Context: an optimization exercise on an open-source flow, tuned for small area, a short achievable clock period and few clock cycles per item. The choices shown serve that exercise and are no tape-out recipe.
At most, simulation tests tie the RTL to the original design; equivalence was not proved.
Function not checked in run 8: the RTL went through the layout flow alone.
Power and IR drop assume default switching activity.

--- flow/standard.sh ---
#!/bin/bash
# synth_recipe.tcl (not shown) runs the flow's synth.tcl, then flattens the netlist and writes it again
# the make line also repeats each setting of config.mk as NAME=value (left out here)
make -C /OpenROAD-flow-scripts/flow DESIGN_CONFIG=/design/flow/config.mk WORK_HOME=/design/flow/orfs CLKGATE_MAP_FILE= SYNTH_SCRIPT=/design/flow/synth_recipe.tcl "${@:-finish}"
--- flow/design.v ---
module netblk_rx (
    input  wire        clk,
    input  wire        rst,
    input  wire        in_valid,
    output wire        in_ready,
    input  wire [31:0] in_data,
    input  wire [2:0]  in_nbytes,    
    input  wire        in_last,
    output wire        res_valid,
    input  wire        res_ready,
    output reg  [2:0]  res_kind,
    output reg  [31:0] res_src,
    output reg  [7:0]  res_type,
    output reg  [15:0] res_id,
    output reg  [15:0] res_seq,
    output reg  [10:0] res_dlen,
    output reg  [1:0]  res_rstat,
    output reg  [15:0] res_ip_csum,
    output reg  [15:0] res_icmp_csum
);
    localparam [10:0] CNT0 = 11'd2020;    
    function [15:0] oc_add;
        input [15:0] a;
        input [15:0] b;
        reg   [15:0] g, p, gg, pp, gn, pn, c;
        integer i, l;
        begin
            g = a & b;
            p = a ^ b;
            gg = g;
            pp = p;
            for (i = 1; i < 16; i = i + 2) begin
                gg[i] = g[i] | (p[i] & g[i - 1]);
                pp[i] = p[i] & p[i - 1];
            end
            for (l = 2; l < 16; l = l * 2) begin
                gn = gg;
                pn = pp;
                for (i = 1; i < 16; i = i + 2) begin
                    gn[i] = gg[i] | (pp[i] & gg[(i + 16 - l) % 16]);
                    pn[i] = pp[i] & pp[(i + 16 - l) % 16];
                end
                gg = gn;
                pp = pn;
            end
            for (i = 0; i < 16; i = i + 2)
                c[i] = gg[(i + 15) % 16];
            for (i = 1; i < 16; i = i + 2)
                c[i] = g[i - 1] | (p[i - 1] & c[i - 1]);
            oc_add = p ^ c;
        end
    endfunction
    function [15:0] oc_add3;
        input [15:0] a;
        input [15:0] b;
        input [15:0] c;
        reg   [15:0] s, y;
        begin
            s = a ^ b ^ c;
            y = (a & b) | (a & c) | (b & c);
            oc_add3 = oc_add(s, {y[14:0], y[15]});
        end
    endfunction
    reg        rdy;        
    reg        v1;
    reg [31:0] d1;
    reg [2:0]  nb1;
    reg        l1;
    reg        done;       
    reg        qv;         
    reg        icmp;       
    reg [2:0]  k2;         
    assign in_ready  = rdy;
    assign res_valid = done;
    wire accept = in_valid && rdy;
    wire c2     = v1 && !done;                
    wire take   = done && res_ready;
    wire absorb = v1 && done && !l1 && !qv;
    wire v1_next   = (v1 && !c2 && !absorb) || accept;
    wire l1_next   = accept ? in_last : l1;
    wire qv_next   = absorb || (qv && !c2);
    wire done_next = (c2 && l1) || (done && !res_ready);
    always @(posedge clk) begin
        if (rst) begin
            rdy  <= 1'b1;
            v1   <= 1'b0;
            done <= 1'b0;
            qv   <= 1'b0;
            k2   <= 3'd0;
        end else begin
            rdy  <= !(done_next && v1_next && (l1_next || qv_next));
            v1   <= v1_next;
            done <= done_next;
            qv   <= qv_next;
            if ((c2 && l1))
                k2 <= 3'd0;
            else if ((c2 || absorb) && k2 != 3'd7)
                k2 <= k2 + 3'd1;
        end
    end
    wire [2:0] k2p1 = (k2 == 3'd7) ? 3'd7 : k2 + 3'd1;
    wire       in_lt6 = v1 ? (l1 || k2 < 3'd5)     : (k2 < 3'd6);
    wire       in_at6 = v1 ? (!l1 && k2p1 == 3'd6) : (k2 == 3'd6);
    wire       in_zero = !rdy ||
                         (in_last && (in_lt6 || (in_at6 && !in_nbytes[2]) || !icmp));
    reg [31:0] in_masked;
    always @(*) begin
        if (in_zero)
            in_masked = 32'h0000_0000;
        else
            case (in_nbytes)
                3'd0:    in_masked = 32'h0000_0000;
                3'd1:    in_masked = in_data & 32'hFF00_0000;
                3'd2:    in_masked = in_data & 32'hFFFF_0000;
                3'd3:    in_masked = in_data & 32'hFFFF_FF00;
                default: in_masked = in_data;
            endcase
    end
    always @(posedge clk) begin
        d1 <= in_masked;
        if (accept) begin
            nb1 <= in_nbytes;
            l1  <= in_last;
        end
    end
    wire [31:0] w = d1;
    wire [10:0] kb    = res_dlen;
    wire [8:0]  kk    = kb[10:2];                   
    wire        at2   = (k2 == 3'd2);
    wire        at3   = (k2 == 3'd3);
    wire        at4   = (k2 == 3'd4);
    wire        at5   = (k2 == 3'd5);
    wire        at6   = (k2 == 3'd6);
    wire        data  = (k2 == 3'd7);
    wire        full  = nb1[2];                     
    wire        lt20  = !k2[2] || (at4 && !full);
    wire        neg   = !data && !(at6 && full);    
    wire        big   = data && (kk > 9'd368 || (kk == 9'd368 && nb1 != 3'd0));
    wire [3:0]  clo   = {1'b0, kb[2:0]} + {1'b0, nb1};
    reg  [7:0]  chi;
    integer j;
    always @(*) begin
        for (j = 0; j < 8; j = j + 1)
            chi[j] = kb[3 + j] ^ (clo[3] & (&(kb[3 +: 8] | (8'hFF << j))));
    end
    wire [10:0] cnt_n = {chi, clo[2:0]};
    wire        ge3     = icmp && !neg;
    wire        is_req  = ge3 && (res_type == 8'd8);
    wire        src_lb  = (res_src[31:24] == 8'd127);
    wire        send_ok = is_req && !big && src_lb;
    wire        last    = l1;
    wire [15:0] af    = oc_add3(res_icmp_csum, w[31:16], w[15:0]);
    wire [15:0] ibase = res_ip_csum;
    wire [3:0]  ilo   = {1'b0, ibase[2:0]} + {1'b0, nb1};
    reg  [12:0] ihi;
    integer m;
    always @(*) begin
        for (m = 0; m < 13; m = m + 1)
            ihi[m] = ibase[3 + m] ^ (ilo[3] & (&(ibase[3 +: 13] | (13'h1FFF << m))));
    end
    wire        icy   = ilo[3] & (&ibase[15:3]);
    wire [15:0] if1   = icy ? {13'd0, ilo[2:0] + 3'd1} : {ihi, ilo[2:0]};
    always @(posedge clk) begin
        if (c2) begin
            if (at2) icmp <= (d1[23:16] == 8'd1);
            if (at3 || (last && lt20))     res_src  <= d1;
            if (at5 || (last && !ge3))     res_type <= d1[31:24];
            if (at6 || (last && !ge3)) begin
                res_id  <= d1[31:16];
                res_seq <= d1[15:0];
            end
            res_dlen <= (last && !ge3) ? 11'd0 : cnt_n;
        end
        if (rst || take)
            res_dlen <= (qv_next && !rst) ? CNT0 + 11'd4 : CNT0;
        if (c2) begin
            if (last)              res_icmp_csum <= send_ok ? ~af : 16'd0;
            else if (at2)          res_icmp_csum <= 16'h0413;
            else if (at5)          res_icmp_csum <= 16'd0;
            else                   res_icmp_csum <= af;
            if (last)              res_ip_csum <= send_ok ? ~if1 : 16'd0;
            else if (at3)          res_ip_csum <= af;
            else                   res_ip_csum <= if1;
            if (last) begin
                res_kind  <= lt20                   ? 3'd0 :
                             !icmp                  ? 3'd1 :
                             neg                    ? 3'd2 :
                             (res_type == 8'd8)     ? 3'd3 :
                             (res_type == 8'd0)     ? 3'd4 : 3'd5;
                res_rstat <= !is_req ? 2'd0 :
                             big     ? 2'd2 :
                             !src_lb ? 2'd1 : 2'd0;
            end
        end
    end
endmodule
--- flow/config.mk ---
export PLATFORM = sky130hd
export DESIGN_NAME = netblk_rx
export DESIGN_NICKNAME = netblk_rx
export VERILOG_FILES = /design/flow/design.v
export SDC_FILE = /design/flow/constraint.sdc
export NUM_CORES = 4
export LEC_CHECK = 0
export CAP_MARGIN = 20
export CORE_MARGIN = 2
export CORE_UTILIZATION = 70
export SLEW_MARGIN = 20
--- flow/flow/run.sh ---
#!/bin/bash
# Standard synthesis, then the standard layout with: plain buf_1 port
# buffers instead of the delay buffers buffer_ports picks by default; a
# clock tree of clkbuf_8 leaves under a clkbuf_16 root; and timing repair
# aiming at a setup slack of 8.3 ns.
set -euo pipefail
bash standard.sh synth > synth.log 2>&1
bash standard.sh \
  BUFFER_PORTS_ARGS="-buffer_cell sky130_fd_sc_hd__buf_1" \
  CTS_ARGS="-sink_clustering_enable -repair_clock_nets -buf_list sky130_fd_sc_hd__clkbuf_8 -root_buf sky130_fd_sc_hd__clkbuf_16" \
  SETUP_SLACK_MARGIN=8.3 \
  finish > layout.log 2>&1
--- flow/constraint.sdc ---
create_clock -name core_clock -period 12.0 [get_ports {clk}]
set_input_delay 2.4000 -clock core_clock [delete_from_list [all_inputs] [get_ports {clk}]]
set_output_delay 2.4000 -clock core_clock [all_outputs]
set_load 0.01 [all_outputs]
==> impl_metrics.tcl, run 1 <==
set metrics [dict create \
    synth_area_leaders "edfxtp_1, dfxtp_1, fa_1" \
    ys_ff_latch 164 \
    relSlewSlack 0.417 \
    hp-class "reg -> reg" \
    cts_tree "built" \
    cts_buffer_depth 2 \
    place_area_mm2 0.00867 \
    crit_family "buffers and inverters" \
    wire_per_inst_um 21.2 \
    power_density_mw_per_mm2 154 \
    synth_top_area_share 0.470 \
    avgSynthCellArea_um2 11.7 \
    worst_slew_pin_slew_ns 0.874 \
    grt_antenna_before_repair 0 \
    p_leak_uw 0.00343 \
    ant_nets 0 \
    cts_max_level 4 \
    first_global_vias 6210 \
    layout-drive-gt1-share 0.0724 \
    synth_fp_nets 776 \
    synth_top_area_cell "edfxtp_1" \
    ys.flop_type "edfxtp_1" \
    gp_congestion 0.883 \
    final_common_cell "buf_1" \
    grt_pass1_wl_mm 32.5 \
    crit_path_start_kind "register" \
    dp_hpwl_mm 14.7 \
    worstPathCellList "buf_4, buf_1" \
    path_buf_inv 2 \
    coreArea_mm2 0.0109 \
    fillCellCount 604 \
    hold_ws_ns 0.479 \
    path_class "reg -> out" \
    syn_to_final_growth_pct 15.6 \
    slew_violations 0 \
    final.setup_skew_ns 0.0184 \
    hold_start "d1[2]" \
    crit_start "rdy" \
    port-buffer-count 161 \
    final_cell_mix "buf_1, edfxtp_1, inv_1" \
    drt_wl_total_mm 21.1 \
    max_freq_mhz 273 \
    start_util 0.725 \
    hold_violations 0 \
    dp_slack_ns 7.82 \
    rsz0062_at_grt "yes" \
    ir_worst_vdd_mv 0.0966 \
    crit_slowest_cell "buf_4" \
    ys_async_sr_fraction 0 \
    yosysWarnings 1 \
    fin_ws_ns 8.34 \
    grt_max_degree 35 \
    tns_ns 0 \
    synth_edf_count 124 \
    critPathMaxStageDelay_ns 0.35 \
    die_h_um 110 \
    ys_types 58 \
    crit_path_max_fanout 34 \
    drv_cap 0 \
    stdcell_area_mm2 0.00917 \
    critPathRequiredTime_ns 9.60 \
    syn_area_mm2 0.00793 \
    clkSinkCount 164 \
    vias 6297 \
    synth-seq-area-share 0.571 \
    drc 0 \
    clk_pin_slew_ns 0.10 \
    r2r_start "res_icmp_csum[13]" \
    setup_viol 0 \
    fp.dieArea_mm2 0.0122 \
    grtUsageTotal 0.341 \
    fin_nets 941 \
    fp.dieW_um 110 \
    cts_root_buffer "clkbuf_16" \
    min_period_ns 3.66 \
    grt_overflow_total 0 \
    io_pins 162 \
    clock_latency_ns 0.39 \
    critPathCaptureType "primary output" \
    first_pass_iters 6 \
    vias_per_cell 6.32 \
    fp-row-count 38 \
    critPathArrivalTime_ns 1.26 \
    syn_inst 678 \
    tritoncts.num_buffers 17 \
    post-route-util 0.838 \
    status "timing/DRC/antenna clean" \
    period_share 0.305 \
    drt_iter0_markers 615 \
    insertedDiodeCount 0 \
]
==> flip-flops by register name, summed over array words and instances (netlist names), 2 cells and up <==
name,flops
k2,3
nb1,3
res_dlen,11
res_rstat,2
res_src,32
res_type,8
res_ip_csum,16
res_kind,3
res_seq,16
d1,32
res_icmp_csum,16
res_id,16
==> path summary, 6_finish.rpt <==
check	to	slack, ns	depth (start not counted)
min reg2reg	res_src[2]	0.48	0
min	res_src[2]	0.48	0
max reg2reg	res_icmp_csum[4]	8.42	12
max	in_ready	8.34	2
==> metal layers <==
layer,vias up,routed length [um],GRT usage
met5,-,0,0
met4,0,750,0.127
met3,75,2380,0.0917
met2,507,10400,0.560
met1,2940,7600,0.439
li1,2775,-,-
==> stage by stage <==
step           cells  power [uW]
2_1_floorplan    678         885
3_3_place_gp     962         967
3_5_place_dp     962         978
4_1_cts          994        1380
5_1_grt          996        1460
6_report         996        1410
==> area by class of cell <==
class	count	area (um2)	area share
Clock buffer	17	245	0.0268
Tap cell	140	175	0.0191
Clock inverter	15	164	0.0179
Inverter	59	221	0.0242
Multi-Input combinational cell	434	3170	0.345
Sequential cell	164	4520	0.494
Timing Repair Buffer	167	671	0.0732
==> power by group <==
| part | leakage [uW] | internal [uW] | switching [uW] |
|---|---|---|---|
| combinational | 0.00172 | 116 | 188 |
| clock | 0.000207 | 182 | 235 |
| sequential | 0.00150 | 653 | 34.9 |
| total | 0.00343 | 952 | 458 |
==> synth_stat cells, types with 3 or more instances <==
cell      count
nor3_1       31
inv_1        58
o31a_1        4
o22ai_1       7
nand2b_1      3
xor2_1        6
and2_1        4
a21o_1        4
o31ai_1       6
nand2_1      58
fa_1         26
a21oi_1      40
nand3_1      25
nor3b_1       3
buf_2         6
clkbuf_1     13
xnor2_1      20
nand4_1      11
ha_1         32
a211oi_1      4
edfxtp_1    124
o21ai_0      35
mux2i_1       8
nor4_1       10
dfxtp_1      40
nor2_1       45
or3_1         4
nor2b_1       4
o21bai_1      7
==> cell families after synthesis <==
kind of cell / Yosys count / share of synthesized area
simple gates: 214 / 0.136
flops: 164 / 0.571
compound gates: 128 / 0.0999
buf+inv: 80 / 0.0388
fa+ha+maj: 58 / 0.116
xor+xnor: 26 / 0.0287
mux: 8 / 0.0101
==> timing repair <==
item / CTS / global route
resized for setup: 1 / 13
endpoints found under the setup margin: 32 / 18
setup buffers: 0 / 1
hold buffers: 0 / 0
pin swaps: 0 / 1
Testbench counts, summed over its fixed seeds: cycles 117,999, packets 3,200.
==> run 2: changes to the inputs <==
--- a/flow/design.v
+++ b/flow/design.v
@@ -23,30 +23,25 @@
         input [15:0] a;
         input [15:0] b;
-        reg   [15:0] g, p, gg, pp, gn, pn, c;
-        integer i, l;
+        reg   [15:0] g, p, g1, p1, g2, p2, g3, p3, g4;
+        integer i;
         begin
             g = a & b;
             p = a ^ b;
-            gg = g;
-            pp = p;
-            for (i = 1; i < 16; i = i + 2) begin
-                gg[i] = g[i] | (p[i] & g[i - 1]);
-                pp[i] = p[i] & p[i - 1];
+            for (i = 0; i < 16; i = i + 1) begin
+                g1[i] = g[i]  | (p[i]  & g[(i + 15) % 16]);
+                p1[i] = p[i]  & p[(i + 15) % 16];
             end
-            for (l = 2; l < 16; l = l * 2) begin
-                gn = gg;
-                pn = pp;
-                for (i = 1; i < 16; i = i + 2) begin
-                    gn[i] = gg[i] | (pp[i] & gg[(i + 16 - l) % 16]);
-                    pn[i] = pp[i] & pp[(i + 16 - l) % 16];
-                end
-                gg = gn;
-                pp = pn;
+            for (i = 0; i < 16; i = i + 1) begin
+                g2[i] = g1[i] | (p1[i] & g1[(i + 14) % 16]);
+                p2[i] = p1[i] & p1[(i + 14) % 16];
             end
-            for (i = 0; i < 16; i = i + 2)
-                c[i] = gg[(i + 15) % 16];
-            for (i = 1; i < 16; i = i + 2)
-                c[i] = g[i - 1] | (p[i - 1] & c[i - 1]);
-            oc_add = p ^ c;
+            for (i = 0; i < 16; i = i + 1) begin
+                g3[i] = g2[i] | (p2[i] & g2[(i + 12) % 16]);
+                p3[i] = p2[i] & p2[(i + 12) % 16];
+            end
+            for (i = 0; i < 16; i = i + 1)
+                g4[i] = g3[i] | (p3[i] & g3[(i + 8) % 16]);
+            for (i = 0; i < 16; i = i + 1)
+                oc_add[i] = p[i] ^ g4[(i + 15) % 16];
         end
     endfunction
==> flow/flow/run.sh (replaced) <==
#!/bin/bash
# Standard synthesis, then the standard layout with: plain buf_1 port
# buffers instead of the delay buffers buffer_ports picks by default; a
# clock tree of clkbuf_8 leaves under a clkbuf_16 root; and timing repair
# aiming at a setup slack of 8.65 ns.
set -euo pipefail
bash standard.sh synth > synth.log 2>&1
bash standard.sh \
  BUFFER_PORTS_ARGS="-buffer_cell sky130_fd_sc_hd__buf_1" \
  CTS_ARGS="-sink_clustering_enable -repair_clock_nets -buf_list sky130_fd_sc_hd__clkbuf_8 -root_buf sky130_fd_sc_hd__clkbuf_16" \
  SETUP_SLACK_MARGIN=8.65 \
  finish > layout.log 2>&1
==> run 2 against run 1 <==
  * Still clean
  * Fmax rose by 7.4%
  * Sequential cell count did not move
  * Sequential share of layout area fell by 3.6 points
  * Critical endpoint is now res_icmp_csum[5]
  * Largest cell class unchanged
==> impl_metrics.tcl, run 2 <==
set metrics [dict create \
    status "timing/DRC/antenna clean" \
    die_h_um 112 \
    fp.dieW_um 112 \
    ir_worst_vdd_mv 0.166 \
    critPathRequiredTime_ns 12.21 \
    crit_family "adder cells" \
    post-route-util 0.871 \
    seq_area_mm2 0.00453 \
    synth_edf_count 124 \
    port-buffer-count 161 \
    slew_violations 0 \
    synth_top_area_cell "edfxtp_1" \
    multi_input_area_mm2 0.00352 \
    setup_viol 0 \
    ant_nets 0 \
    grtUsageTotal 0.350 \
    hp-class "reg -> reg" \
    first_global_vias 6292 \
    critPathCaptureType "register" \
    coreArea_mm2 0.0114 \
    relSlewSlack 0.193 \
    path_buf_inv 1 \
    worstPathCellList "buf_4, fa_1, ha_1, nand2_1, o21ai_0, nand2_1, nor4b_4, a311oi_2, mux2i_1" \
    avgSynthCellArea_um2 12.4 \
    syn_to_final_growth_pct 21.7 \
    fillCellCount 528 \
    tns_ns 0 \
    yosys-top-cells-count "edfxtp_1, nand2_1, dfxtp_1, and2_1" \
    synth_area_leaders "edfxtp_1, dfxtp_1, ha_1" \
    grt_overflow_total 0 \
    fin_nets 973 \
    ys_ff_latch 164 \
    fp-row-count 39 \
    critPathArrivalTime_ns 3.62 \
    crit_slowest_cell "ha_1" \
    start_util 0.715 \
    dp_hpwl_mm 14.8 \
    ys_types 68 \
    final_common_cell "edfxtp_1" \
    ys.flop_type "edfxtp_1" \
    tritoncts.num_buffers 17 \
    cts_root_buffer "clkbuf_16" \
    crit_path_frequent_cell "nand2_1" \
    min_period_ns 3.41 \
    vias 6710 \
    gp_congestion 0.901 \
    drt_iter0_markers 878 \
    drt_wl_total_mm 24.0 \
    vias_per_cell 6.46 \
    p_leak_uw 0.00392 \
    fp.dieArea_mm2 0.0125 \
    io_pins 162 \
    first_pass_iters 6 \
    synth-seq-area-share 0.556 \
    yosys.cell_count.top_type "edfxtp_1" \
    power_density_mw_per_mm2 149 \
    path_class "reg -> reg" \
    rsz0062_at_grt "yes" \
    syn_area_mm2 0.00813 \
    synth_fp_nets 747 \
    drc 0 \
    crit_path_start_kind "register" \
    cts_tree "built" \
    power_uw 1480 \
    synth_top_area_share 0.458 \
    syn_inst 657 \
    yosysWarnings 1 \
    period_share 0.284 \
    critPathMaxStageDelay_ns 0.55 \
    clock_latency_ns 0.39 \
    layout-drive-gt1-share 0.225 \
    final.setup_skew_ns 0.0147 \
    final_cell_mix "edfxtp_1, buf_1, buf_4" \
    cts_buffer_depth 2 \
    cts_max_level 4 \
    ys_async_sr_fraction 0 \
    hold_violations 0 \
    insertedDiodeCount 0 \
    crit_path_max_fanout 8 \
    max_freq_mhz 293 \
    grt_antenna_before_repair 0 \
    drv_cap 0 \
    grt_pass1_wl_mm 33.4 \
    largest_registers "d1: 32 flops, res_src: 32 flops" \
    hold_ws_ns 0.506 \
    wire_per_inst_um 23.1 \
    grt_max_degree 33 \
    clk_pin_slew_ns 0.09 \
    clkSinkCount 164 \
    worst_slew_pin_slew_ns 1.21 \
]
## run 2: cell count changes after synthesis, sizes merged, moves of 12 or more
cell and delta:
inv -45, and2 +33, nor3 -21, mux2i +20, nor2 -14, a21o +12
## run 2: worst paths after layout
kind / start / to / slack [ns] / depth (start not counted)
setup / recovery: res_icmp_csum[7] / res_icmp_csum[5] / 8.59 / 9
hold reg to reg: d1[6] / res_src[6] / 0.51 / 0
setup reg to reg: res_icmp_csum[7] / res_icmp_csum[5] / 8.59 / 9
hold / removal: d1[6] / res_src[6] / 0.51 / 0
## run 2: metal layers
metal  vias to the layer above  global-route usage  wire length [um]
li1                       2877                   -                 -
met1                      3280               0.464              8860
met2                       486               0.570             11900
met3                        67              0.0702              2390
met4                         0               0.146               775
met5                         -                   0                 0
## run 2: cell families after synthesis
logic type,Yosys count,share of synthesized area
multiplexers,31,0.0391
flip-flops,164,0.556
buffers and inverters,40,0.0254
XOR/XNOR,38,0.0409
adder cells (fa/ha/maj),50,0.0935
AO/OA/AOI/OAI,121,0.0971
AND/OR/NAND/NOR,213,0.148
## run 2: area by class of cell
type / count / area share
Tap cell: 143 / 0.0181
Clock inverter: 14 / 0.0131
Clock buffer: 18 / 0.0262
Inverter: 13 / 0.00493
Sequential cell: 164 / 0.458
Multi-Input combinational cell: 453 / 0.355
Timing Repair Buffer: 234 / 0.125
## run 2: through the flow
step                      setup WS [ns]  area (um2)  cells
after floorplan                    8.73        8140    657
after global placement             8.11        8790    935
after detailed placement           7.94        8790    935
after CTS                          8.55        9560   1016
after global routing               8.51        9900   1039
final                              8.59        9900   1039
## run 2: where the power goes
part	total, uW	internal (uW)	switching, uW	leakage (uW)
combinational	400	156	244	0.00222
sequential	678	652	26.1	0.00150
clock	398	181	217	0.000200
total	1480	989	487	0.00392
## run 2: what timing repair did
action / in CTS / in global routing
setup buffers: 49 / 22
resized for setup: 7 / 64
gates cloned: 0 / 0
pin swaps: 0 / 2
endpoints found under the setup margin: 90 / 108
hold buffers: 0 / 0
## run 2: worst register-to-register path: cells and delay by family (launching register included)
family                   cells  cell delay (ns)
buffers and inverters        1             0.17
flip-flops                   1             0.43
AND/OR/NAND/NOR              3             0.42
adder cells (fa/ha/maj)      2             1.06
AO/OA/AOI/OAI                2             0.89
multiplexers                 1             0.27
Testbench counts of run 2, summed over its fixed seeds: cycles 117,999, packets 3,200.
==> run 3: changes to the inputs <==
==> flow/flow/run.sh (replaced) <==
#!/bin/bash
# Standard synthesis, then the standard layout with: plain buf_1 port
# buffers instead of the delay buffers buffer_ports picks by default; a
# clock tree of clkbuf_8 leaves under a clkbuf_16 root; and timing repair
# aiming at a setup slack of 8.5 ns.
set -euo pipefail
bash standard.sh synth > synth.log 2>&1
bash standard.sh \
  BUFFER_PORTS_ARGS="-buffer_cell sky130_fd_sc_hd__buf_1" \
  CTS_ARGS="-sink_clustering_enable -repair_clock_nets -buf_list sky130_fd_sc_hd__clkbuf_8 -root_buf sky130_fd_sc_hd__clkbuf_16" \
  SETUP_SLACK_MARGIN=8.5 \
  finish > layout.log 2>&1
==> run 3 against run 2 <==
  * Still clean on timing, DRC and antenna
  * Fmax is 2.5% lower
  * Sequential share of layout area increased by 3.1 points
  * Worst setup slack lost 0.087 ns
  * Largest cell class unchanged
==> impl_metrics.tcl, run 3 <==
set metrics [dict create \
    status "timing/DRC/antenna clean" \
    fp-row-count 39 \
    grt_overflow_total 0 \
    clk_pin_slew_ns 0.09 \
    critPathMaxStageDelay_ns 0.34 \
    synth_edf_count 124 \
    grt_pass1_wl_mm 33.1 \
    path_class "in -> reg" \
    fp.dieArea_mm2 0.0125 \
    ys_async_sr_fraction 0 \
    vias_per_cell 6.38 \
    cts_tree "built" \
    final_cell_mix "buf_1, edfxtp_1, nand2_1" \
    critPathArrivalTime_ns 3.81 \
    power_density_mw_per_mm2 155 \
    cts_root_buffer "clkbuf_16" \
    ys_ff_latch 164 \
    yosys-top-cells-count "edfxtp_1, nand2_1, dfxtp_1, and2_1" \
    setup_viol 0 \
    layout-drive-gt1-share 0.0907 \
    crit_path_start_kind "input pin" \
    first_global_vias 6057 \
    max_freq_mhz 286 \
    cts_buffer_depth 2 \
    yosysWarnings 1 \
    min_to "res_src[3]" \
    fin_nets 904 \
    hold_ws_ns 0.504 \
    cts_max_level 4 \
    syn_area_mm2 0.00813 \
    critPathRequiredTime_ns 12.31 \
    period_share 0.291 \
    fp.dieW_um 112 \
    relSlewSlack 0.283 \
    ys.flop_type "edfxtp_1" \
    synth-seq-area-share 0.556 \
    hp-class "reg -> reg" \
    worstPathCellList "buf_1, a21oi_1, o31ai_2, nand2_2, nor2_4, and2_1" \
    r2r-end "res_icmp_csum[14]" \
    path_buf_inv 1 \
    dp_hpwl_mm 15.5 \
    stdcell_count 970 \
    gp_congestion 0.920 \
    switching_share 0.329 \
    place_inst 935 \
    largest_registers "d1: 32 flops, res_src: 32 flops" \
    final_common_cell "buf_1" \
    port-buffer-count 161 \
    p_leak_uw 0.00344 \
    rsz0062_at_grt "no" \
    grt_max_degree 33 \
    clock_latency_ns 0.39 \
    drt_iter0_markers 630 \
    critPathCaptureType "register" \
    ir_worst_vdd_mv 0.108 \
    drt_wl_total_mm 21.7 \
    wire_per_inst_um 22.4 \
    synth_top_area_cell "edfxtp_1" \
    grt_antenna_before_repair 0 \
    syn_inst 657 \
    reg2reg_depth 8 \
    insertedDiodeCount 0 \
    p_int_uw 961 \
    syn_to_final_growth_pct 13.9 \
    reg2reg_slack_ns 8.61 \
    start_util 0.715 \
    grtUsageTotal 0.351 \
    crit_path_max_fanout 8 \
    tritoncts.num_buffers 17 \
    crit_slowest_cell "o31ai_2" \
    coreArea_mm2 0.0114 \
    comb_power_share 0.237 \
    clkSinkCount 164 \
    yosys.cell_count.top_type "edfxtp_1" \
    tns_ns 0 \
    final.setup_skew_ns 0.0177 \
    drc 0 \
    synth_top_area_share 0.458 \
    slew_violations 0 \
    hold_start "d1[3]" \
    first_pass_iters 4 \
    synth_area_leaders "edfxtp_1, dfxtp_1, ha_1" \
    worst_slew_pin_slew_ns 1.07 \
    vias 6185 \
    p_sw_uw 471 \
    r2r_start "res_icmp_csum[1]" \
    die_h_um 112 \
    drv_cap 0 \
    min_period_ns 3.50 \
    fillCellCount 649 \
    synth_fp_nets 747 \
    crit_family "simple AND/OR/NAND/NOR gates" \
    avgSynthCellArea_um2 12.4 \
    hold_violations 0 \
    p_clk_frac 0.285 \
    ys_types 68 \
    ant_nets 0 \
    seq_power_share 0.478 \
    io_pins 162 \
    whs_path_depth 0 \
]
-- run 3: cell count changes in the layout (fill, tap and decap cells not counted), sizes merged --
cell and delta:
clkinvlp +2, buf -28, clkbuf -41, inv -2
-- run 3: power groups by stage --
stage          registers, uW  logic (uW)  clock network (uW)
2_1_floorplan            698         231                   0
3_3_place_gp             693         319                   0
3_5_place_dp             696         327                   0
4_1_cts                  684         332                 408
5_1_grt                  688         368                 426
6_report                 685         340                 407
-- run 3: area by class of cell --
type	count	area [um2]	area share
sequential	164	4520	0.488
multi-input combinational	453	3450	0.373
timing repair buffer	165	654	0.0706
clock buffer	18	259	0.0280
tap	143	179	0.0193
clock inverter	14	146	0.0158
inverter	13	48.8	0.00527
-- run 3: kinds of logic (layout without fill, tap and decap cells) --
family | Yosys count | count (layout) | share of synthesized area
buf+inv | 40 | 210 | 0.0254
mux | 31 | 31 | 0.0391
simple gates | 213 | 213 | 0.148
xor+xnor | 38 | 38 | 0.0409
compound gates | 121 | 121 | 0.0971
fa+ha+maj | 50 | 50 | 0.0935
flops | 164 | 164 | 0.556
-- run 3: how the worst max path moves through the flow --
| stage | startpoint | endpoint | slack, ns | cells after the start |
|---|---|---|---|---|
| after floorplan | res_ready | res_dlen[0] | 8.63 | 3 |
| after global placement | in_nbytes[2] | d1[13] | 8.05 | 6 |
| after detailed placement | in_nbytes[2] | d1[13] | 8.04 | 6 |
| after CTS | in_nbytes[2] | d1[8] | 8.42 | 6 |
| after global routing | res_dlen[9] | res_dlen[9] | 8.51 | 1 |
| final | in_nbytes[2] | d1[20] | 8.50 | 6 |
-- run 3: routing by layer --
layer	routed length, um	up-vias	track usage
met4	1040	0	0.178
met5	0	-	0
met3	2010	82	0.0757
li1	-	2731	-
met1	8210	2950	0.445
met2	10400	422	0.574
-- run 3: through the flow --
step | power [uW] | instance area (um2) | util | setup WS [ns]
6_report | 1430 | 9270 | 0.815 | 8.50
3_5_place_dp | 1020 | 8780 | 0.773 | 8.04
5_1_grt | 1480 | 9270 | 0.815 | 8.51
2_1_floorplan | 929 | 8130 | - | 8.63
4_1_cts | 1420 | 9200 | 0.809 | 8.42
3_3_place_gp | 1010 | 8780 | 0.773 | 8.05
-- run 3: what timing repair did --
item | in CTS | in global routing
endpoints found under the setup margin | 24 | 36
hold buffers | 0 | 0
pin swaps | 0 | 1
setup buffers | 0 | 2
resized for setup | 3 | 6
==> run 4: changes to the inputs <==
==> flow/flow/run.sh (replaced) <==
#!/bin/bash
# Standard synthesis, then the standard layout with: plain buf_1 port
# buffers instead of the delay buffers buffer_ports picks by default; a
# clock tree of clkbuf_8 leaves under a clkbuf_16 root; and timing repair
# aiming at a setup slack of 8.45 ns.
set -euo pipefail
bash standard.sh synth > synth.log 2>&1
bash standard.sh \
  BUFFER_PORTS_ARGS="-buffer_cell sky130_fd_sc_hd__buf_1" \
  CTS_ARGS="-sink_clustering_enable -repair_clock_nets -buf_list sky130_fd_sc_hd__clkbuf_8 -root_buf sky130_fd_sc_hd__clkbuf_16" \
  SETUP_SLACK_MARGIN=8.45 \
  finish > layout.log 2>&1
==> run 4 against run 3 <==
  * Worst setup slack got worse by 0.0057 ns
  * Wire length fell by 0.82%
  * Die area did not move
  * Clock skew fell by 0.0036 ns
  * Clock power barely moved
  * Global-route usage did not move
  * Fmax fell by 0.16%
==> impl_metrics.tcl, run 4 <==
set metrics [dict create \
    status "timing/DRC/antenna clean" \
    cts_buffer_depth 2 \
    synth-seq-area-share 0.556 \
    post-cts-setup-buffers 0 \
    yosysWarnings 1 \
    hold_violations 0 \
    grt_antenna_before_repair 0 \
    reg2reg_slack_ns 8.61 \
    drt_wl_total_mm 21.5 \
    ys.flop_type "edfxtp_1" \
    vias_per_cell 6.37 \
    critPathArrivalTime_ns 3.82 \
    gp_congestion 0.920 \
    relSlewSlack 0.283 \
    period_share 0.292 \
    tritoncts.num_buffers 17 \
    synth_top_area_cell "edfxtp_1" \
    r2r_start "res_icmp_csum[0]" \
    min_period_ns 3.50 \
    drt_iter0_markers 597 \
    r2r-end "res_icmp_csum[5]" \
    drv_cap 0 \
    first_pass_iters 5 \
    syn_to_final_growth_pct 13.8 \
    yosys-top-cells-count "edfxtp_1, nand2_1, dfxtp_1, and2_1" \
    fp-row-count 39 \
    crit_start "in_nbytes[2]" \
    ant_nets 0 \
    die_h_um 112 \
    critPathCaptureType "register" \
    cts_root_buffer "clkbuf_16" \
    path_class "in -> reg" \
    cts_tree "built" \
    fp.dieW_um 112 \
    cts_max_level 4 \
    power_density_mw_per_mm2 154 \
    fin_nets 902 \
    grt_overflow_total 0 \
    tns_ns 0 \
    insertedDiodeCount 0 \
    io_pins 162 \
    grt_pass1_wl_mm 33.1 \
    reg2reg_depth 8 \
    slew_violations 0 \
    final_common_cell "buf_1" \
    first_global_vias 6057 \
    start_util 0.715 \
    synth_area_leaders "edfxtp_1, dfxtp_1, ha_1" \
    grtUsageTotal 0.351 \
    ys_ff_latch 164 \
    vias 6167 \
    final_cell_mix "buf_1, edfxtp_1, nand2_1" \
    yosys.cell_count.top_type "edfxtp_1" \
    drc 0 \
    p_leak_uw 0.00343 \
    post-route-util 0.814 \
    clk_pin_slew_ns 0.09 \
    rsz0062_at_grt "no" \
    grt_max_degree 33 \
    fillCellCount 651 \
    synth_fp_nets 747 \
    dp_hpwl_mm 15.5 \
    multi_input_area_mm2 0.00345 \
    crit_path_max_fanout 8 \
    port-buffer-count 161 \
    seq_area_mm2 0.00452 \
    fp.dieArea_mm2 0.0125 \
    hold_buffers 0 \
    ys_async_sr_fraction 0 \
    synth_edf_count 124 \
    syn_inst 657 \
    clock_latency_ns 0.39 \
    largest_registers "d1: 32 flops, res_src: 32 flops" \
    ys_types 68 \
    worst_slew_pin_slew_ns 1.07 \
    critPathCapture "d1[20]" \
    setup_viol 0 \
    final.setup_skew_ns 0.0141 \
    syn_area_mm2 0.00813 \
    avgSynthCellArea_um2 12.4 \
    crit_path_start_kind "input pin" \
    critPathRequiredTime_ns 12.32 \
    ir_worst_vdd_mv 0.107 \
    layout-drive-gt1-share 0.0885 \
    max_freq_mhz 286 \
    hp-class "reg -> reg" \
    clkSinkCount 164 \
    synth_top_area_share 0.458 \
    wire_per_inst_um 22.2 \
    coreArea_mm2 0.0114 \
]
[run 4: cell types whose count changed in the layout (fill, tap and decap cells not counted)]
cell and change:
buf_4 -2
[run 4: cell type report]
class                           count  share of cell area
Clock buffer                       18              0.0280
Multi-Input combinational cell    453               0.373
Clock inverter                     14              0.0158
Sequential cell                   164               0.489
Inverter                           13             0.00527
Tap cell                          143              0.0193
Timing Repair Buffer              163              0.0691
[run 4: kinds of logic after synthesis]
group | after synthesis | share of synthesized area
and+or+nand+nor | 213 | 0.148
muxes | 31 | 0.0391
adders and majority gates | 50 | 0.0935
AOI/OAI and AO/OA | 121 | 0.0971
xor gates and xnor gates | 38 | 0.0409
DFF | 164 | 0.556
buffers and inverters | 40 | 0.0254
[run 4: worst min path at each step]
stage | endpoint | depth (start not counted) | from | slack, ns
after floorplan | res_seq[0] | 0 | d1[0] | 0.46
after global placement | res_seq[15] | 0 | d1[15] | 0.47
after detailed placement | res_src[3] | 0 | d1[3] | 0.49
after CTS | res_seq[3] | 0 | d1[3] | 0.51
after global routing | res_seq[13] | 0 | d1[13] | 0.53
final | res_src[3] | 0 | d1[3] | 0.51
[run 4: repair_timing]
item / in CTS / in global routing
endpoints found under the setup margin: 19 / 35
gates cloned: 0 / 0
pin swaps: 0 / 1
gates resized for setup: 3 / 6
[run 4: through the flow]
stage          setup slack, ns  std cells  power, uW  area (um2)  hold slack (ns)
3_3_place_gp              8.05        935       1010        8780            0.473
4_1_cts                   8.42        967       1420        9200            0.509
3_5_place_dp              8.04        935       1020        8780            0.485
2_1_floorplan             8.63        657        929        8130            0.460
5_1_grt                   8.50        968       1480        9250            0.527
6_report                  8.50        968       1430        9250            0.506
[run 4: metal layers]
layer | part of all wire | global-route usage | vias up | wire length [um]
met1 | 0.38 | 0.445 | 2921 | 8190
met2 | 0.48 | 0.574 | 430 | 10300
li1 | - | - | 2726 | -
met4 | 0.050 | 0.178 | 0 | 1080
met3 | 0.091 | 0.0757 | 90 | 1950
met5 | 0 | 0 | - | 0
[run 4: critical path, stage by stage]
cell     delay, ns
buf_1         0.26
a21oi_1       0.13
o31ai_2       0.36
nand2_2       0.19
nor2_4        0.25
and2_1        0.22
[run 4: where the power goes]
group | switching (uW) | leakage (uW) | internal, uW
sequential | 32.2 | 0.00150 | 652
clock | 221 | 0.000195 | 185
combinational | 215 | 0.00173 | 124
==> run 5: changes to the inputs <==
==> flow/flow/run.sh (replaced) <==
#!/bin/bash
# Standard synthesis, then the standard layout with: plain buf_1 port
# buffers instead of the delay buffers buffer_ports picks by default; a
# clock tree of clkbuf_8 leaves under a clkbuf_16 root; and timing repair
# aiming at a setup slack of 8.55 ns.
set -euo pipefail
bash standard.sh synth > synth.log 2>&1
bash standard.sh \
  BUFFER_PORTS_ARGS="-buffer_cell sky130_fd_sc_hd__buf_1" \
  CTS_ARGS="-sink_clustering_enable -repair_clock_nets -buf_list sky130_fd_sc_hd__clkbuf_8 -root_buf sky130_fd_sc_hd__clkbuf_16" \
  SETUP_SLACK_MARGIN=8.55 \
  finish > layout.log 2>&1
==> run 5 against run 4 <==
  * Still clean on timing, DRC and antenna
  * Power increased by 0.77%
  * Wire length increased by 1.1%
  * Die area unchanged
  * Clock power about the same
  * Fmax increased by 2.1%
  * Via count increased by 1.5%
  * Clock skew increased by 0.0016 ns
  * Synthesized cell count unchanged
  * Hold slack improved by 0.0097 ns
  * Sequential cell count unchanged
  * Synthesized area unchanged
  * Largest power group unchanged
==> impl_metrics.tcl, run 5 <==
set metrics [dict create \
    critPathArrivalTime_ns 1.03 \
    dr_wl_met2_mm 10.5 \
    p_clk_frac 0.283 \
    ant_nets 0 \
    yosysWarnings 1 \
    clock_latency_ns 0.40 \
    yosys-top-cells-count "edfxtp_1, nand2_1, dfxtp_1, and2_1" \
    grtUsageTotal 0.356 \
    ir_worst_vdd_mv 0.107 \
    period_share 0.286 \
    grt_max_degree 33 \
    fin_ws_ns 8.57 \
    r2r_start "res_icmp_csum[1]" \
    min_period_ns 3.43 \
    min_to "res_seq[9]" \
    coreArea_mm2 0.0114 \
    cts_buffer_depth 2 \
    slew_violations 0 \
    r2r-end "res_icmp_csum[14]" \
    rsz0062_at_grt "yes" \
    final.setup_skew_ns 0.0157 \
    port-buffer-count 161 \
    cts_tree "built" \
    top_layer "met4" \
    clk_pin_slew_ns 0.09 \
    worst_slew_pin_slew_ns 1.08 \
    final_common_cell "buf_1" \
    fin_nets 913 \
    power_uw 1440 \
    grt_pass1_wl_mm 33.5 \
    final_cell_mix "buf_1, edfxtp_1, nand2_1" \
    power_density_mw_per_mm2 154 \
    cts_root_buffer "clkbuf_16" \
    met3WireLength_mm 1.83 \
    die_h_um 112 \
    synth_top_area_share 0.458 \
    synth_top_area_cell "edfxtp_1" \
    relSlewSlack 0.282 \
    syn_inst 657 \
    path_buf_inv 1 \
    crit_path_max_fanout 2 \
    insertedDiodeCount 0 \
    critPathMaxStageDelay_ns 0.47 \
    grt_antenna_before_repair 0 \
    first_global_vias 6135 \
    synth_edf_count 124 \
    reg2reg_slack_ns 8.62 \
    worstPathCellList "buf_1" \
    dp_hpwl_mm 15.5 \
    ys.flop_type "edfxtp_1" \
    largest_registers "d1: 32 flops, res_src: 32 flops" \
    hold_violations 0 \
    vias 6258 \
    synth_fp_nets 747 \
    first_pass_iters 5 \
    p_leak_uw 0.00349 \
    p_sw_uw 473 \
    drt_iter0_markers 726 \
    io_pins 162 \
    hold_buffers 0 \
    vias_per_cell 6.39 \
    seq_power_share 0.474 \
    ys_ff_latch 164 \
    syn_area_mm2 0.00813 \
    critPathRequiredTime_ns 9.60 \
    layout-drive-gt1-share 0.108 \
    syn_to_final_growth_pct 15.0 \
    synth_area_leaders "edfxtp_1, dfxtp_1, ha_1" \
    status "timing/DRC/antenna clean" \
    cts_max_level 4 \
    fp.dieW_um 112 \
    whs_path_depth 0 \
    wl_met1_mm 8.35 \
    wire_per_inst_um 22.2 \
    max_freq_mhz 292 \
    critPathCaptureType "primary output" \
    hp-class "reg -> reg" \
    crit_family "flip-flops" \
    p_int_uw 966 \
    setup_viol 0 \
    reg2reg_depth 9 \
    tns_ns 0 \
    start_util 0.715 \
    ys_types 68 \
    grt_overflow_total 0 \
    crit_path_start_kind "register" \
    drt_wl_total_mm 21.7 \
    clkSinkCount 164 \
    crit_slowest_cell "edfxtp_1" \
    yosys.cell_count.top_type "edfxtp_1" \
    tritoncts.num_buffers 17 \
    comb_power_share 0.242 \
    synth-seq-area-share 0.556 \
    path_class "reg -> out" \
    switching_share 0.329 \
    hold_start "d1[9]" \
    fp-row-count 39 \
    fp.dieArea_mm2 0.0125 \
    ys_async_sr_fraction 0 \
    gp_congestion 0.920 \
    drc 0 \
    drv_cap 0 \
    dp_slack_ns 8.04 \
    avgSynthCellArea_um2 12.4 \
]
-- run 5: cell counts after synthesis --
Identical to the previous run, type by type.
-- run 5: per-layer routing --
| metal | GRT usage | vias up |
|---|---|---|
| met2 | 0.581 | 423 |
| met3 | 0.0871 | 85 |
| li1 | - | 2755 |
| met4 | 0.169 | 0 |
| met5 | 0 | - |
| met1 | 0.451 | 2995 |
-- run 5: power by group through the flow --
stage / logic, uW / registers (uW) / clock network (uW)
2_1_floorplan: 231 / 698 / 0
3_3_place_gp: 319 / 693 / 0
3_5_place_dp: 327 / 696 / 0
4_1_cts: 336 / 682 / 408
5_1_grt: 377 / 686 / 426
6_report: 349 / 683 / 408
-- run 5: per-stage QoR --
step,util,instance area (um2),hold WS [ns],cells
final,0.822,9350,0.516,979
after global routing,0.822,9350,0.527,979
after CTS,0.814,9250,0.509,971
after detailed placement,0.773,8780,0.485,935
after global placement,0.773,8780,0.473,935
after floorplan,-,8130,0.460,657
-- run 5: area by class of cell --
cell class / count / area, um2
Fill cell: 637 / 2020
Tap cell: 143 / 179
Timing Repair Buffer: 174 / 724
Multi-Input combinational cell: 453 / 3470
Clock inverter: 14 / 146
Inverter: 13 / 48.8
Sequential cell: 164 / 4530
Clock buffer: 18 / 259
-- run 5: worst max path at each step --
stage / start / endpoint / slack (ns) / depth (start not counted)
CTS: done / res_valid / 8.55 / 1
finish: res_icmp_csum[1] / res_icmp_csum[1] / 8.57 / 1
global route: res_icmp_csum[1] / res_icmp_csum[12] / 8.52 / 9
floorplan: res_ready / res_dlen[0] / 8.63 / 3
detailed placement: in_nbytes[2] / d1[13] / 8.04 / 6
global placement: in_nbytes[2] / d1[13] / 8.05 / 6
-- run 5: kinds of logic after synthesis --
| kind of cell | synth area share |
|---|---|
| adders and majority gates | 0.0935 |
| and+or+nand+nor | 0.148 |
| muxes | 0.0391 |
| xor gates and xnor gates | 0.0409 |
| DFF | 0.556 |
| AOI/OAI and AO/OA | 0.0971 |
| buffers and inverters | 0.0254 |
-- run 5: what timing repair did --
action / CTS / global route
endpoints found under the setup margin: 39 / 17
gates resized for setup: 9 / 7
setup buffers: 4 / 7
pin swaps: 1 / 0
==> run 6: changes to the inputs <==
--- a/flow/config.mk
+++ b/flow/config.mk
@@ -8,4 +8,4 @@
 export CAP_MARGIN = 20
 export CORE_MARGIN = 2
-export CORE_UTILIZATION = 70
+export CORE_UTILIZATION = 55
 export SLEW_MARGIN = 20
==> run 6 against run 5 <==
  * Sequential cell count is the same
  * Combinational power about the same
  * Power decreased by 0.11%
  * Sequential power barely moved
  * Largest cell class unchanged
  * Utilization decreased by 17 points
  * Worst setup slack gained 0.0045 ns
  * Fmax rose by 0.13%
==> impl_metrics.tcl, run 6 <==
set metrics [dict create \
    status "timing/DRC/antenna clean" \
    ys_ff_latch 164 \
    clkSinkCount 164 \
    cts_max_level 4 \
    grtUsageTotal 0.260 \
    yosys.cell_count.top_type "edfxtp_1" \
    fin_ws_ns 8.58 \
    post-route-util 0.651 \
    grt_max_degree 33 \
    insertedDiodeCount 0 \
    fp.dieW_um 126 \
    syn_area_mm2 0.00813 \
    synth_edf_count 124 \
    min_period_ns 3.42 \
    rsz0062_at_grt "yes" \
    dp_hpwl_mm 15.3 \
    syn_inst 657 \
    synth_top_area_cell "edfxtp_1" \
    ys_async_sr_fraction 0 \
    hold_buffers 0 \
    vias 5878 \
    ant_nets 0 \
    first_global_vias 5707 \
    drc 0 \
    path_depth 1 \
    crit_family "flip-flops" \
    period_share 0.285 \
    cts_buffer_depth 2 \
    layout-drive-gt1-share 0.105 \
    vias_per_cell 5.75 \
    path_buf_inv 1 \
    power_uw 1440 \
    whs_path_depth 0 \
    power_density_mw_per_mm2 152 \
    grt_pass1_wl_mm 31.3 \
    critPathMaxStageDelay_ns 0.47 \
    hold_start "d1[1]" \
    gp_congestion 0.907 \
    dp_slack_ns 7.88 \
    final_common_cell "buf_1" \
    hp-class "reg -> reg" \
    grt_overflow_total 0 \
    io_pins 162 \
    drv_cap 0 \
    largest_registers "d1: 32 flops, res_src: 32 flops" \
    setup_viol 0 \
    worstPathCellList "buf_1" \
    synth_fp_nets 747 \
    ys_types 68 \
    min_to "res_src[1]" \
    reg2reg_depth 8 \
    synth_adder_area_share 0.0935 \
    clk_pin_slew_ns 0.10 \
    first_pass_iters 5 \
    die_h_um 126 \
    coreArea_mm2 0.0145 \
    synthMuxAreaShare 0.0391 \
    final_cell_mix "buf_1, edfxtp_1, nand2_1" \
    wire_per_inst_um 19.9 \
    port-buffer-count 161 \
    fp-row-count 44 \
    synth_top_area_share 0.458 \
    relSlewSlack 0.334 \
    critPathRequiredTime_ns 9.60 \
    syn_to_final_growth_pct 15.9 \
    cts_root_buffer "clkbuf_16" \
    crit_path_start_kind "register" \
    cts_tree "built" \
    drt_iter0_markers 395 \
    synth_top_family_by_area "simple AND/OR/NAND/NOR gates" \
    worst_slew_pin_slew_ns 0.997 \
    crit_slowest_cell "edfxtp_1" \
    p_leak_uw 0.00350 \
    r2r-end "res_icmp_csum[14]" \
    clock_latency_ns 0.39 \
    slew_violations 0 \
    stdcell_area_mm2 0.00943 \
    hold_violations 0 \
    tritoncts.num_buffers 17 \
    crit_path_max_fanout 5 \
    critPathArrivalTime_ns 1.02 \
    yosys-top-cells-count "edfxtp_1, nand2_1, dfxtp_1, and2_1" \
    place_area_mm2 0.00887 \
    ys.flop_type "edfxtp_1" \
    drt_wl_total_mm 20.3 \
    synth_xor_area_frac 0.0409 \
    final.setup_skew_ns 0.0145 \
    ir_worst_vdd_mv 0.0834 \
    fin_nets 915 \
    critPathCaptureType "primary output" \
    r2r_start "res_icmp_csum[1]" \
    avgSynthCellArea_um2 12.4 \
    synth_area_leaders "edfxtp_1, dfxtp_1, ha_1" \
    path_class "reg -> out" \
    yosysWarnings 1 \
    max_freq_mhz 292 \
    grt_antenna_before_repair 0 \
    start_util 0.562 \
    reg2reg_slack_ns 8.66 \
    fp.dieArea_mm2 0.0158 \
    synth_compound_area_frac 0.0971 \
    yosys.area_share.simple 0.148 \
    fillCellCount 1138 \
    synth-seq-area-share 0.556 \
    tns_ns 0 \
]
## run 6: changes by cell type in the layout (fill, tap and decap cells not counted), sizes merged
cell / before / now
buf: 173 / 176
clkinvlp: 4 / 2
clkinv: 4 / 5
## run 6: worst max path at each step
stage | start | end | slack, ns
after floorplan | res_ready | res_dlen[0] | 8.63
after global placement | in_nbytes[2] | d1[24] | 8.00
after detailed placement | in_nbytes[2] | d1[15] | 7.88
after CTS | res_dlen[8] | res_dlen[8] | 8.55
after global routing | res_dlen[8] | res_dlen[8] | 8.54
final | res_ip_csum[8] | res_ip_csum[8] | 8.58
## run 6: power by group
group / total, uW / internal (uW) / switching [uW]
Clock: 411 / 191 / 220
Sequential: 681 / 652 / 28.4
Combinational: 346 / 129 / 217
## run 6: cell type report
class | instances | area (um2) | area share
inverter | 13 | 48.8 | 0.00518
tap | 184 | 230 | 0.0244
clock buffer | 19 | 273 | 0.0289
multi-input combinational | 453 | 3450 | 0.366
timing repair buffer | 176 | 763 | 0.0809
sequential | 164 | 4530 | 0.480
clock inverter | 13 | 141 | 0.0150
## run 6: metrics by stage
step                hold slack [ns]  cells
floorplan                     0.460    657
global placement              0.473    977
detailed placement            0.484    978
CTS                           0.498   1012
global route                  0.520   1022
finish                        0.497   1022
## run 6: kinds of logic (layout without fill, tap and decap cells)
| kind of cell | after synthesis | in the layout |
|---|---|---|
| AND/OR/NAND/NOR | 213 | 213 |
| flip-flops | 164 | 164 |
| AO/OA/AOI/OAI | 121 | 121 |
| adder cells (fa/ha/maj) | 50 | 50 |
| buffers and inverters | 40 | 221 |
| XOR/XNOR | 38 | 38 |
| multiplexers | 31 | 31 |
## run 6: timing repair
item | in CTS | in global routing
setup buffers | 2 | 9
setup endpoints to repair | 29 | 22
pin swaps | 0 | 2
cloned | 0 | 0
resized for setup | 5 | 6
hold endpoints to repair | 0 | 0
## run 6: routing by layer
| metal | GRT usage | vias to the layer above | wire length [um] |
|---|---|---|---|
| li1 | - | 2760 | - |
| met4 | 0.0915 | 0 | 449 |
| met3 | 0.0543 | 34 | 1140 |
| met1 | 0.363 | 2886 | 9090 |
| met5 | 0 | - | 0 |
| met2 | 0.408 | 198 | 9620 |
==> run 7: changes to the inputs <==
--- a/flow/config.mk
+++ b/flow/config.mk
@@ -8,4 +8,4 @@
 export CAP_MARGIN = 20
 export CORE_MARGIN = 2
-export CORE_UTILIZATION = 55
+export CORE_UTILIZATION = 62
 export SLEW_MARGIN = 20
==> run 7 against run 6 <==
  * Global-route usage rose by 2.4 points
  * Wire length shrank 3.0%
  * Critical path type unchanged
  * First-iteration DRC count increased by 18%
  * Cell area down 0.78%
  * Highest routed layer unchanged
  * Clock skew is 0.0025 ns higher
  * Largest power group unchanged
  * Clock power is 3% lower
  * Register-to-register slack improved by 0.06 ns
  * Sequential power barely moved
  * Fmax rose by 0.19%
  * Clock-buffer cell count fell by 2
  * Die area decreased by 11%
  * Synthesized cell count unchanged
  * Critical endpoint is now res_ip_csum[9]
==> impl_metrics.tcl, run 7 <==
set metrics [dict create \
    first_pass_iters 5 \
    yosys.area_share.simple 0.148 \
    drt_wl_total_mm 19.7 \
    worst_slew_pin_slew_ns 0.996 \
    p_sw_uw 461 \
    period_share 0.285 \
    start_util 0.639 \
    insertedDiodeCount 0 \
    tns_ns 0 \
    gp_congestion 0.932 \
    syn_area_mm2 0.00813 \
    synth_top_area_cell "edfxtp_1" \
    hold_violations 0 \
    yosys-top-cells-count "edfxtp_1, nand2_1, dfxtp_1, and2_1" \
    clock_latency_ns 0.39 \
    final_cell_mix "buf_1, edfxtp_1, nand2_1" \
    synth_compound_area_frac 0.0971 \
    grt_max_degree 33 \
    power_density_mw_per_mm2 152 \
    slew_violations 0 \
    yosys.cell_count.top_type "edfxtp_1" \
    fillCellCount 924 \
    synth_top_family_by_area "simple AND/OR/NAND/NOR gates" \
    worstPathCellList "buf_1" \
    die_h_um 119 \
    ys.flop_type "edfxtp_1" \
    drt_iter0_markers 468 \
    largest_registers "d1: 32 flops, res_src: 32 flops" \
    switching_share 0.325 \
    post-route-util 0.735 \
    fp.dieArea_mm2 0.0140 \
    crit_path_start_kind "register" \
    ys_ff_latch 164 \
    cts_buffer_depth 2 \
    reg2reg_slack_ns 8.72 \
    layout-drive-gt1-share 0.102 \
    ant_nets 0 \
    first_global_vias 5679 \
    synth_edf_count 124 \
    clk_pin_slew_ns 0.09 \
    vias 5898 \
    synthMuxAreaShare 0.0391 \
    port-buffer-count 161 \
    min_period_ns 3.42 \
    synth_fp_nets 747 \
    grt_overflow_total 0 \
    final_common_cell "buf_1" \
    drv_cap 0 \
    power_uw 1420 \
    grt_antenna_before_repair 0 \
    fp.dieW_um 119 \
    path_class "reg -> out" \
    dp_hpwl_mm 14.6 \
    ys_async_sr_fraction 0 \
    synth-seq-area-share 0.556 \
    syn_to_final_growth_pct 15.0 \
    setup_viol 0 \
    coreArea_mm2 0.0127 \
    relSlewSlack 0.334 \
    syn_inst 657 \
    crit_path_max_fanout 4 \
    avgSynthCellArea_um2 12.4 \
    p_int_uw 957 \
    vias_per_cell 5.85 \
    critPathCaptureType "primary output" \
    yosysWarnings 1 \
    synth_top_area_share 0.458 \
    comb_power_share 0.241 \
    fin_nets 914 \
    grt_pass1_wl_mm 30.5 \
    critPathMaxStageDelay_ns 0.46 \
    critPathArrivalTime_ns 1.02 \
    ir_worst_vdd_mv 0.0767 \
    multi_input_area_mm2 0.00344 \
    crit_slowest_cell "edfxtp_1" \
    synth_area_leaders "edfxtp_1, dfxtp_1, ha_1" \
    hp-class "reg -> reg" \
    path_buf_inv 1 \
    crit_family "flip-flops" \
    io_pins 162 \
    tritoncts.num_buffers 17 \
    seq_area_mm2 0.00453 \
    cts_max_level 4 \
    cts_tree "built" \
    p_leak_uw 0.00347 \
    rsz0062_at_grt "yes" \
    status "timing/DRC/antenna clean" \
    final.setup_skew_ns 0.0170 \
    fp-row-count 41 \
    drc 0 \
    max_freq_mhz 293 \
    synth_xor_area_frac 0.0409 \
    cts_root_buffer "clkbuf_16" \
    grtUsageTotal 0.284 \
    wire_per_inst_um 19.5 \
    critPathRequiredTime_ns 9.60 \
    synth_adder_area_share 0.0935 \
    p_clk_frac 0.280 \
    ys_types 68 \
    seq_power_share 0.480 \
    clkSinkCount 164 \
]
## run 7: repair_timing
action                     CTS  global route
buffers inserted             4             8
gates cloned                 0             0
resized for setup            2             6
pin swaps                    0             0
hold buffers                 0             0
setup endpoints to repair   23            24
## run 7: per-layer routing
layer  global-route usage  vias up  share of wire
li1                     -     2761              -
met1                0.388     2872           0.43
met2                0.460      227           0.49
met3               0.0487       38          0.059
met4                0.103        0          0.022
met5                    0        -              0
## run 7: path summary, 6_finish.rpt
kind	end	from	cells past startpoint
hold reg to reg	res_seq[14]	d1[14]	0
setup reg to reg	res_icmp_csum[13]	res_icmp_csum[1]	8
setup / recovery	res_ip_csum[9]	res_ip_csum[9]	1
hold / removal	res_seq[14]	d1[14]	0
## run 7: area by class of cell
type	count	share of cell area
Sequential cell	164	0.484
Multi-Input combinational cell	453	0.368
Timing Repair Buffer	175	0.0780
Clock buffer	17	0.0262
Tap cell	172	0.0230
Clock inverter	15	0.0156
Inverter	13	0.00522
## run 7: per-stage QoR
stage	instances	area [um2]	setup slack [ns]	hold WS (ns)
after floorplan	657	8130	8.63	0.460
after global placement	964	8820	8.14	0.470
after detailed placement	964	8820	8.01	0.478
after CTS	1000	9250	8.56	0.497
after global routing	1009	9360	8.54	0.522
final	1009	9360	8.58	0.498
## run 7: power groups by stage
stage	sequential, uW	clock (uW)	combinational (uW)
floorplan	698	0	231
global placement	693	0	321
detailed placement	695	0	325
CTS	681	399	330
global route	685	422	370
finish	680	397	341
## run 7: worst register-to-register path, cell delays in order (launching register included)
cell and delay (ns):
edfxtp_1 0.44, fa_1 0.50, ha_1 0.48, and4_1 0.34, and2_4 0.18, a221oi_1 0.29, o21ai_0 0.15, xnor2_1 0.46
mux2i_1 0.26
## run 7: cell families (layout without fill, tap and decap cells)
logic type	after synthesis	in the layout
mux	31	31
fa+ha+maj	50	50
xor+xnor	38	38
simple gates	213	213
compound gates	121	121
flops	164	164
buf+inv	40	220
==> run 8: changes to the inputs <==
--- a/flow/design.v
+++ b/flow/design.v
@@ -94,9 +94,11 @@
         end
     end
-    wire [2:0] k2p1 = (k2 == 3'd7) ? 3'd7 : k2 + 3'd1;
-    wire       in_lt6 = v1 ? (l1 || k2 < 3'd5)     : (k2 < 3'd6);
-    wire       in_at6 = v1 ? (!l1 && k2p1 == 3'd6) : (k2 == 3'd6);
-    wire       in_zero = !rdy ||
-                         (in_last && (in_lt6 || (in_at6 && !in_nbytes[2]) || !icmp));
+    wire [2:0] k2p1   = (k2 == 3'd7) ? 3'd7 : k2 + 3'd1;
+    wire [2:0] kin    = v1 ? (l1 ? 3'd0 : k2p1) : k2;
+    wire       in_any = !rdy || kin == 3'd0 || kin == 3'd1 || kin == 3'd4 ||
+                        (kin[2] && kin[1] && !icmp);
+    wire       in_at6 = (kin == 3'd6);
+    wire       in_hdr = (kin == 3'd2) || (kin == 3'd3) || (kin == 3'd5);
+    wire       in_zero = in_any || (in_at6 && !in_nbytes[2]) || (in_last && in_hdr);
     reg [31:0] in_masked;
     always @(*) begin
==> flow/flow/run.sh (replaced) <==
#!/bin/bash
# Standard synthesis, then the standard layout with: plain buf_1 port
# buffers instead of the delay buffers buffer_ports picks by default; a
# clock tree of clkbuf_8 leaves under a clkbuf_16 root; and timing repair
# aiming at a setup slack of 8.45 ns.
set -euo pipefail
bash standard.sh synth > synth.log 2>&1
bash standard.sh \
  BUFFER_PORTS_ARGS="-buffer_cell sky130_fd_sc_hd__buf_1" \
  CTS_ARGS="-sink_clustering_enable -repair_clock_nets -buf_list sky130_fd_sc_hd__clkbuf_8 -root_buf sky130_fd_sc_hd__clkbuf_16" \
  SETUP_SLACK_MARGIN=8.45 \
  finish > layout.log 2>&1
--- a/flow/config.mk
+++ b/flow/config.mk
@@ -8,4 +8,4 @@
 export CAP_MARGIN = 20
 export CORE_MARGIN = 2
-export CORE_UTILIZATION = 62
+export CORE_UTILIZATION = 70
 export SLEW_MARGIN = 20
==> run 8 against run 7 <==
  * Still clean on timing, DRC and antenna
  * Utilization grew 7.6 points
  * Die area shrank 11%
  * Clock skew grew 0.0022 ns
  * Clock-buffer cell count grew 1
  * Synthesized area grew 0.14%
  * First-iteration DRC count grew 42%
  * Fmax shrank 2.0%
  * Critical path type unchanged
==> impl_metrics.tcl, run 8 <==
set metrics [dict create \
    status "timing/DRC/antenna clean" \
    crit_slowest_cell "edfxtp_1" \
    port-buffer-count 161 \
    cts_max_level 4 \
    power_density_mw_per_mm2 126 \
    synth_top_area_cell "edfxtp_1" \
    yosys-top-cells-count "edfxtp_1, nand2_1, nor2_1, dfxtp_1" \
    yosysWarnings 1 \
    dp_slack_ns 8.05 \
    gp_congestion 0.937 \
    coreArea_mm2 0.0114 \
    vias_per_cell 6.41 \
    critPathMaxStageDelay_ns 0.52 \
    final.setup_skew_ns 0.0192 \
    crit_path_max_fanout 2 \
    avgSynthCellArea_um2 12.1 \
    drc 0 \
    grt_max_degree 33 \
    synth-seq-area-share 0.556 \
    drt_wl_total_mm 21.7 \
    grt_pass1_wl_mm 33.7 \
    seq_area_mm2 0.00452 \
    ys_ff_latch 164 \
    clkSinkCount 164 \
    clock_latency_ns 0.40 \
    ir_worst_vdd_mv 0.148 \
    post-route-util 0.811 \
    syn_to_final_growth_pct 13.3 \
    first_pass_iters 5 \
    dp_hpwl_mm 15.8 \
    ys_types 60 \
    hp-class "reg -> reg" \
    period_share 0.291 \
    start_util 0.716 \
    cts_tree "built" \
    fp.dieArea_mm2 0.0125 \
    clk_pin_slew_ns 0.10 \
    setup_viol 0 \
    insertedDiodeCount 0 \
    ys.flop_type "edfxtp_1" \
    synth_area_leaders "edfxtp_1, dfxtp_1, ha_1" \
    worstPathCellList "buf_1" \
    worst_slew_pin_slew_ns 1.03 \
    synth_edf_count 124 \
    hold_buffers 0 \
    first_global_vias 6088 \
    die_h_um 112 \
    critPathCaptureType "primary output" \
    drv_cap 0 \
    syn_inst 675 \
    ant_nets 0 \
    crit_family "flip-flops" \
    io_pins 162 \
    fp-row-count 39 \
    fillCellCount 645 \
    grtUsageTotal 0.357 \
    wire_per_inst_um 22.0 \
    path_class "reg -> out" \
    vias 6338 \
    final_common_cell "buf_1" \
    relSlewSlack 0.311 \
    stdcell_count 989 \
    grt_antenna_before_repair 1 \
    drt_iter0_markers 665 \
    place_inst 957 \
    syn_area_mm2 0.00814 \
    fin_nets 923 \
    cts_buffer_depth 2 \
    fin_ws_ns 8.51 \
    synth_top_area_share 0.457 \
    critPathRequiredTime_ns 9.60 \
    largest_registers "d1: 32 flops, res_src: 32 flops" \
    tritoncts.num_buffers 17 \
    fp.dieW_um 112 \
    p_leak_uw 0.00346 \
    synth_fp_nets 765 \
    layout-drive-gt1-share 0.0626 \
    tns_ns 0 \
    rsz0062_at_grt "no" \
    slew_violations 0 \
    crit_path_start_kind "register" \
    path_buf_inv 1 \
    cts_root_buffer "clkbuf_16" \
    final_cell_mix "buf_1, edfxtp_1, nand2_1" \
    ys_async_sr_fraction 0 \
    min_period_ns 3.49 \
    yosys.cell_count.top_type "edfxtp_1" \
    critPathArrivalTime_ns 1.09 \
    max_freq_mhz 287 \
    multi_input_area_mm2 0.00346 \
    hold_violations 0 \
    grt_overflow_total 0 \
]
-- run 8: kinds of logic after synthesis --
| family | synth area share |
|---|---|
| compound gates | 0.107 |
| xor+xnor | 0.0441 |
| fa+ha+maj | 0.0934 |
| buf+inv | 0.0224 |
| flops | 0.556 |
| mux | 0.0366 |
| simple gates | 0.141 |
-- run 8: repair_timing --
action | CTS | global route
endpoints found under the setup margin | 11 | 3
gates cloned | 0 | 0
gates resized for setup | 1 | 2
buffers inserted | 0 | 0
-- run 8: metal layers --
metal,global-route usage,part of all wire,vias to the layer above
met3,0.0849,0.092,47
met2,0.585,0.50,400
li1,-,-,2820
met1,0.470,0.38,3069
met4,0.130,0.028,2
met5,0,0.00060,-
-- run 8: worst paths after layout --
check                          from           endpoint  slack (ns)  depth (start not counted)
setup reg to reg  res_icmp_csum[11]  res_icmp_csum[10]        8.55                          8
hold reg to reg               d1[8]         res_src[8]        0.51                          0
setup / recovery   res_icmp_csum[8]   res_icmp_csum[8]        8.51                          1
hold / removal                d1[8]         res_src[8]        0.51                          0
-- run 8: stage by stage --
stage	power [uW]	hold slack, ns	area (um2)
2_1_floorplan	751	0.460	8140
3_3_place_gp	791	0.469	8850
3_5_place_dp	799	0.486	8850
4_1_cts	1160	0.506	9220
5_1_grt	1200	0.526	9220
6_report	1170	0.509	9220
-- run 8: cell type report --
class / instances / area share
multi-input combinational: 469 / 0.375
tap: 143 / 0.0194
timing repair buffer: 164 / 0.0680
clock inverter: 14 / 0.0117
inverter: 17 / 0.00692
clock buffer: 18 / 0.0281
sequential: 164 / 0.491
-- run 8: where the power goes --
part / switching (uW) / leakage [uW] / internal [uW]
Sequential: 20.1 / 0.00152 / 633
Combinational: 89.4 / 0.00176 / 48.3
Clock: 216 / 0.000188 / 159
Total: 325 / 0.00346 / 840

==> separate check: timing with driven ports <==
In the flow no input, the clock included, has a driving cell. The finished layouts below were timed again as built, in two steps. Step 1: set_driving_cell puts a clkbuf_16 on clk and a buf_2 on each other input, an assumption about the parent block. Step 2, shift: input delay + t, output delay - t, t = (earliest + latest rising clock arrival at the registers) / 2. This alone moves slack from input paths to output paths. Three values: ideal ports, drivers, drivers and shift; two values: the first two.
run | shift t [ns] | setup WS [ns] | clock arrival spread, ns | worst register clock-pin slew, ns | worst data-port slew with drivers (ns)
run 1 | 0.419 | 8.338 / 8.297 / 8.241 | 0.019 / 0.018 | 0.10 / 0.10 | 0.04
run 2 | 0.432 | 8.590 / 8.546 / 8.278 | 0.015 / 0.015 | 0.09 / 0.09 | 0.05
run 3 | 0.422 | 8.503 / 8.495 / 8.097 | 0.019 / 0.018 | 0.10 / 0.10 | 0.04
run 4 | 0.425 | 8.498 / 8.486 / 8.089 | 0.014 / 0.015 | 0.09 / 0.09 | 0.05
run 5 | 0.427 | 8.571 / 8.531 / 8.167 | 0.016 / 0.017 | 0.10 / 0.10 | 0.04
run 6 | 0.426 | 8.576 / 8.533 / 8.259 | 0.015 / 0.015 | 0.10 / 0.10 | 0.04
run 7 | 0.427 | 8.582 / 8.541 / 8.203 | 0.017 / 0.017 | 0.10 / 0.10 | 0.04
run 8 | 0.433 | 8.511 / 8.470 / 8.212 | 0.019 / 0.020 | 0.10 / 0.10 | 0.06
After both steps setup and hold are still met in every run listed. The setup slack of run 4, which loses most, moves by -0.012 ns with the drivers and by -0.409 ns with both steps.
